From an optimization exercise on the open Yosys and OpenROAD flow, aimed at small area, a short achievable clock period and few clock cycles; shortcuts taken in it are not production practice. Only simulation tests tie the RTL to the original design; equivalence was not proved.

==> 04-14 <==
Design hce, start of the top module:
module hce (
    input  wire        clk,
    input  wire        rst,
    input  wire        bus_wr,
    input  wire        bus_rd,
    input  wire [7:0]  bus_addr,
    input  wire [31:0] bus_wdata,
    output reg  [31:0] bus_rdata,
    output wire        bus_err,
    output wire        out_valid,
    input  wire        out_ready,
    output wire [15:0] out_data,
    output wire        out_last,
    output wire        irq
);
    localparam [2:0] S_IDLE = 3'd0, S_BUSY = 3'd1, S_STREAM = 3'd2, S_DONE = 3'd3, S_ERROR = 3'd4;
    localparam [3:0] OP_ENCODE = 4'd1, OP_SYNTH = 4'd2, OP_START = 4'd3, OP_ABORT = 4'd4,
                     OP_CLEAR = 4'd5;
    reg [2:0]  state;
    reg [1:0]  lastcmd;
    reg        code_valid, wave_valid, rej, aborted;
    reg [1:0]  err_lo;             
    reg        err_1x, err_2x;
    reg [1:0]  errcmd;
    reg [1:0]  ien;
    reg [31:0] mode, fc, interval, duration, volume, waddr;
    reg [19:0] msg;
    reg [19:0] msg_l;              
    reg [3:0]  fc4;                
    reg [18:0] nrep;
    reg [31:0] nsamp, pos;
    reg [26:0] gap;                
    function [26:0] ham20;
        input [19:0] d;
        reg [24:0] c;
        integer p, k, i;
        begin
            k = 0;
            c = 25'd0;
            for (p = 1; p <= 25; p = p + 1) begin
                if (p != 1 && p != 2 && p != 4 && p != 8 && p != 16) begin
                    c[p-1] = d[k];
                    k = k + 1;
                end
            end
            for (i = 0; i < 5; i = i + 1) begin
                for (p = 1; p <= 25; p = p + 1) begin
                    if (((p >> i) & 1) == 1 && p != (1 << i))
                        c[(1 << i) - 1] = c[(1 << i) - 1] ^ c[p-1];
                end
            end
            ham20 = {c[0] ^ c[8] ^ c[16] ^ c[24],
                     c[0] ^ c[4] ^ c[8] ^ c[12] ^ c[16] ^ c[20] ^ c[24],
                     c};
        end
    endfunction
    wire [26:0] code_l = ham20(msg_l);
    function [1:0] kcode;
        input [1:0] cls;
        input [2:0] f;
        begin
            if (cls == 2'd0 || f[0] == 1'b0)             kcode = 2'd0;
            else if (f[1] != f[2])                       kcode = 2'd1;      
            else if ((f[2] == 1'b1) == (cls == 2'd1))    kcode = 2'd2;
  ...
export LEC_CHECK = 0
export ABC_AREA = 1
export CAP_MARGIN = 20
export CORE_MARGIN = 2
export CORE_UTILIZATION = 55
export PLACE_DENSITY = 0.7
export SLEW_MARGIN = 20
export SYNTH_MEMORY_MAX_BITS = 16384
create_clock -name core_clock -period 20.0 [get_ports {clk}]
standard.sh (not shown) runs the stock make flow with config.mk's settings and CLKGATE_MAP_FILE= SYNTH_SCRIPT=/design/flow/synth_recipe.tcl, a recipe that flattens the netlist after the stock synthesis.
==> flow/flow/run.sh <==
#!/bin/bash
# Own layout flow: the standard ORFS flow (standard.sh, unchanged synthesis), with
# - the timing repair asked to aim 10.5 ns below the 20 ns clock (SETUP_SLACK_MARGIN=10.5) so
#   that it also shortens paths that already meet the clock;
set -euo pipefail
bash standard.sh SETUP_SLACK_MARGIN=10.5 IO_CONSTRAINTS="$PWD/flow/io.tcl" finish > flow_make.log 2>&1
==> flow/flow/io.tcl <==
# All ports on the left edge, so that the bus logic sits next to them.
set_io_pin_constraint -region left:* -pin_names {clk rst bus_wr bus_rd bus_err out_valid out_ready out_last irq bus_addr[0] bus_addr[1] bus_addr[2] bus_addr[3] bus_addr[4] bus_addr[5] bus_addr[6] bus_addr[7] bus_wdata[0] bus_wdata[1] bus_wdata[2] bus_wdata[3] bus_wdata[4] bus_wdata[5] bus_wdata[6] bus_wdata[7] bus_wdata[8] bus_wdata[9] bus_wdata[10] bus_wdata[11] bus_wdata[12] bus_wdata[13] bus_wdata[14] bus_wdata[15] bus_wdata[16] bus_wdata[17] bus_wdata[18] bus_wdata[19] bus_wdata[20] bus_wdata[21] bus_wdata[22] bus_wdata[23] bus_wdata[24] bus_wdata[25] bus_wdata[26] bus_wdata[27] bus_wdata[28] bus_wdata[29] bus_wdata[30] bus_wdata[31] bus_rdata[0] bus_rdata[1] bus_rdata[2] bus_rdata[3] bus_rdata[4] bus_rdata[5] bus_rdata[6] bus_rdata[7] bus_rdata[8] bus_rdata[9] bus_rdata[10] bus_rdata[11] bus_rdata[12] bus_rdata[13] bus_rdata[14] bus_rdata[15] bus_rdata[16] bus_rdata[17] bus_rdata[18] bus_rdata[19] bus_rdata[20] bus_rdata[21] bus_rdata[22] bus_rdata[23] bus_rdata[24] bus_rdata[25] bus_rdata[26] bus_rdata[27] bus_rdata[28] bus_rdata[29] bus_rdata[30] bus_rdata[31] out_data[0] out_data[1] out_data[2] out_data[3] out_data[4] out_data[5] out_data[6] out_data[7] out_data[8] out_data[9] out_data[10] out_data[11] out_data[12] out_data[13] out_data[14] out_data[15]}
==> 05-09 (differences from 04-14) <==
==> flow/flow/run.sh (replaced) <==
#!/bin/bash
set -euo pipefail
bash standard.sh SETUP_SLACK_MARGIN=10.5 finish > flow_make.log 2>&1
removed: flow/flow/io.tcl
==> results.yml <==
timing:
  hold_ws_ps: 413.8
  worst_pin_slew_ps: 1400
route:
  vias_per_cell: 6.266
final_layout:
  clk_share: 0.03607
  seq_share: 0.2244
  num-clock-buffers: 123
  nets: 12790
outcome:
  status: "complete, no violations"
global_route:
  antenna_found_initial: 43
placed_design:
  place.gp.congestion: 1.056
worst_setup_path:
  crit_start: "wd_mag[0]$_DFFE_PP_"
  crit_path_end: "bus_rdata[25]"
(the above is from 04-14)
==> results.yml <==
worst_setup_path:
  crit_path_end: "bus_rdata[4]"
placed_design:
  place.gp.congestion: 1.028
route:
  vias_per_cell: 6.043
final_layout:
  seq_share: 0.2258
  num-clock-buffers: 137
  clk_share: 0.03480
outcome:
  status: "complete, no violations"
timing:
  hold_ws_ps: 412.5
(the above is from 05-09)
Testbench counts of 04-14, summed over its fixed seeds: cycles 12,067.
Testbench counts of 05-09, summed over its fixed seeds: cycles 12,067.

-- afterwards: timing with drivers on the ports --
In the flow no input, the clock included, has a driving cell. The finished layouts below were timed again as built, in two steps. Step 1 sets driving cells, clkbuf_16 on the clock port and buf_2 on the other inputs (assumed; they add their load-dependent delay and slew). Step 2 times the ports against the registers' clock, not the clock port: input delays grow and output delays shrink by t, the midpoint of the rising clock arrivals with the driver on. Three values: no drivers, after step 1, after step 2; two values: the first two.
run	t, ns	setup slack, ns	latest minus earliest clock arrival (ns)	slew at the worst register clock pin (ns)
04-14	0.826	9.416 / 9.325 / 9.788	0.087 / 0.087	0.08 / 0.08
05-09	0.792	9.384 / 9.307 / 9.438	0.066 / 0.066	0.07 / 0.07
After both steps every run listed still meets setup and hold.
